Context: an optimization exercise on an open-source flow, tuned for small area, a short achievable clock period and few clock cycles. The choices shown serve that exercise and are no tape-out recipe.
Function was checked by simulation only, so behaviour that the tests miss may differ from the original.

== v5 ==
Design aes256_cbc, start of the top module:
module aes256_cbc (
    input  wire         clk,
    input  wire         rst,           
    input  wire         init,          
    input  wire         init_decrypt,  
    input  wire [255:0] init_key,
    input  wire [127:0] init_iv,
    input  wire         start,         
    input  wire [127:0] din,
    output wire         ready,
    output reg          done,
    output wire [127:0] dout
);
For scale: about 13,000 cells after synthesis, ~920 flip-flops, ~650 I/O pins, ~95,000 sq um of cells after synthesis.
==> flow/config.mk <==
export PLATFORM = sky130hd
export DESIGN_NAME = aes256_cbc
export DESIGN_NICKNAME = aes256_cbc
export VERILOG_FILES = /design/flow/design.v
export SDC_FILE = /design/flow/constraint.sdc
export NUM_CORES = 8
export LEC_CHECK = 0
export CAP_MARGIN = 20
export CORE_MARGIN = 2
export CORE_UTILIZATION = 60
export SETUP_SLACK_MARGIN = 5
export SLEW_MARGIN = 40
==> flow/constraint.sdc <==
create_clock -name core_clock -period 13.0 [get_ports {clk}]
set_input_delay 2.6000 -clock core_clock [delete_from_list [all_inputs] [get_ports {clk}]]
set_output_delay 2.6000 -clock core_clock [all_outputs]
set_load 0.01 [all_outputs]
standard.sh (not shown) runs the stock make flow with config.mk's settings and CLKGATE_MAP_FILE= SYNTH_SCRIPT=/design/flow/synth_recipe.tcl, a recipe that flattens the netlist after the stock synthesis.
==> flow/flow/run.sh <==
#!/bin/bash
# The standard layout (standard.sh), with these changes:
#  - the standard synthesis script runs another ABC script (flow/my.abc) for
#    the technology mapping;
#  - the ports are buffered with the smallest buffer, sky130_fd_sc_hd__buf_1;
set -uo pipefail
here=$(pwd)
bash standard.sh SYNTH_SCRIPT="$here/flow/my_synth.tcl" \
    "BUFFER_PORTS_ARGS=-buffer_cell sky130_fd_sc_hd__buf_1" \
    SETUP_SLACK_MARGIN=6 \
    finish > "$here/standard_flow.log" 2>&1
==> flow/flow/my.abc <==
strash
dch -f
map -D 5000
topo
stime -c
buffer -c
upsize -c
dnsize -c
==> flow/flow/my_synth.tcl <==
# ORFS synthesis as synth_recipe.tcl runs it, with the ABC script flow/my.abc.
proc synth {args} { yosys synth -nofsm -noshare {*}$args }
set my_abc [file join [file dirname [file normalize [info script]]] my.abc]
set fh [open $::env(SCRIPTS_DIR)/synth.tcl]
set txt [read $fh]
close $fh
set old {log_cmd abc {*}$abc_args}
if {[string first $old $txt] < 0} { error "abc call not found in synth.tcl" }
set txt [string map [list $old "log_cmd abc {*}\[lreplace \$abc_args 1 1 $my_abc\]"] $txt]
eval $txt
# left out here: clear keep_hierarchy, flatten, clean up, hide names made inside functions, write 1_2_yosys.v
v5: PASS, flow complete, no timing, DRC or antenna violations
Testbench counts of v5, summed over its fixed seeds: cycles 14,600.
The following lists how v14 was set up differently from v5:
Settings: putting TNS_END_PERCENT at 20 where nothing was set.
[summary]
Looking at transition time of the tightest slew-check pin across v5 and v14, the one that comes out lower is v5.
v5 and v14 ended up with nearly the same source-to-sink clock delay at the later pin of the worst-skew pair.
In the metrics for v5 and v14, the one carrying the higher largest net degree at the start of global routing is v14.
Compared to v5, the router laid down more metal wire for v14.
Via count delta (v14 -> v5): insignificant
Status: count of placed standard cells in the final layout, fillers left out parity (v5, v14)
Here is what was changed in the inputs of v41 compared with v14.
Settings: removing TNS_END_PERCENT (formerly 20).
==> flow/flow/my.abc <==
strash
dch -f
map -D 7000
topo
stime -c
buffer -c
upsize -c
dnsize -c
Every run (v14 and v41) finished clean.
Taking v14 as 1.0, v41 lands at 0.929 on routed wire length.
Lower depth of the worst register-to-register path goes to v14 over v41.
v14 → v41: share of synthesized area occupied by flip-flops and latches up 0.42 points, peak clock frequency supported by timing decreased 0.00070 GHz, area overhead of the layout relative to synthesis now sits higher, fraction of standard cell area in multi-input logic went down.
Here is what was changed in the inputs of v49 compared with v41.
Settings: setting TNS_END_PERCENT to 0 for the first time.
==> flow/flow/my.abc <==
strash
dch -f
map -D 5000
topo
stime -c
buffer -c
upsize -c
dnsize -c
Against v41, v49 comes in about 1.7% higher on netlist area before placement. v41 reached the final stage; the timing, design-rule and antenna checks on its layout passed. In summary, v49 completed successfully, with a layout that passed the timing, design-rule and antenna checks. Compared with v41, v49 shows a lower post-route fraction of the period consumed by the critical path. Delta (v49 minus v41): minimum clock period after layout shrank by 0.13 ns; cell count shrank by about 1.1%; final area shrank by 2.0%. Run comparison: v41 slowest stage cell on the critical path sky130_fd_sc_hd__o21ai_0; v49 slowest stage cell on the critical path sky130_fd_sc_hd__dfxtp_1. Measured against v49, the estimated wirelength of the detail-placed design of v41 comes out at 0.890 times the reference value.

re-timing with driven ports:
No port has a modelled driver above. Below, the same layouts with a new extraction and two added sets of constraints.
Step 1 sets driving cells, clkbuf_16 on the clock port and buf_2 on the other inputs (assumed; they add their load-dependent delay and slew).
Step 2 also shifts input and output timing later by t, the mid clock arrival at the registers, as if the neighbouring blocks saw the same clock.
Slacks: ideal / step 1 / step 2; pairs: ideal / step 1.
run	shift t [ns]	setup slack, ns	worst hold slack (ns)	worst setup path at the end
v5	0.903	5.942 / 5.942 / 5.942	0.431 / 0.431 / 0.431	register to register
v14	0.877	5.961 / 5.961 / 5.961	0.445 / 0.445 / 0.445	register to register
v41	0.873	5.926 / 5.926 / 5.926	0.394 / 0.394 / 0.394	register to register
v49	0.875	6.054 / 6.054 / 6.054	0.444 / 0.444 / 0.444	register to register
After both steps every run listed still meets setup and hold.
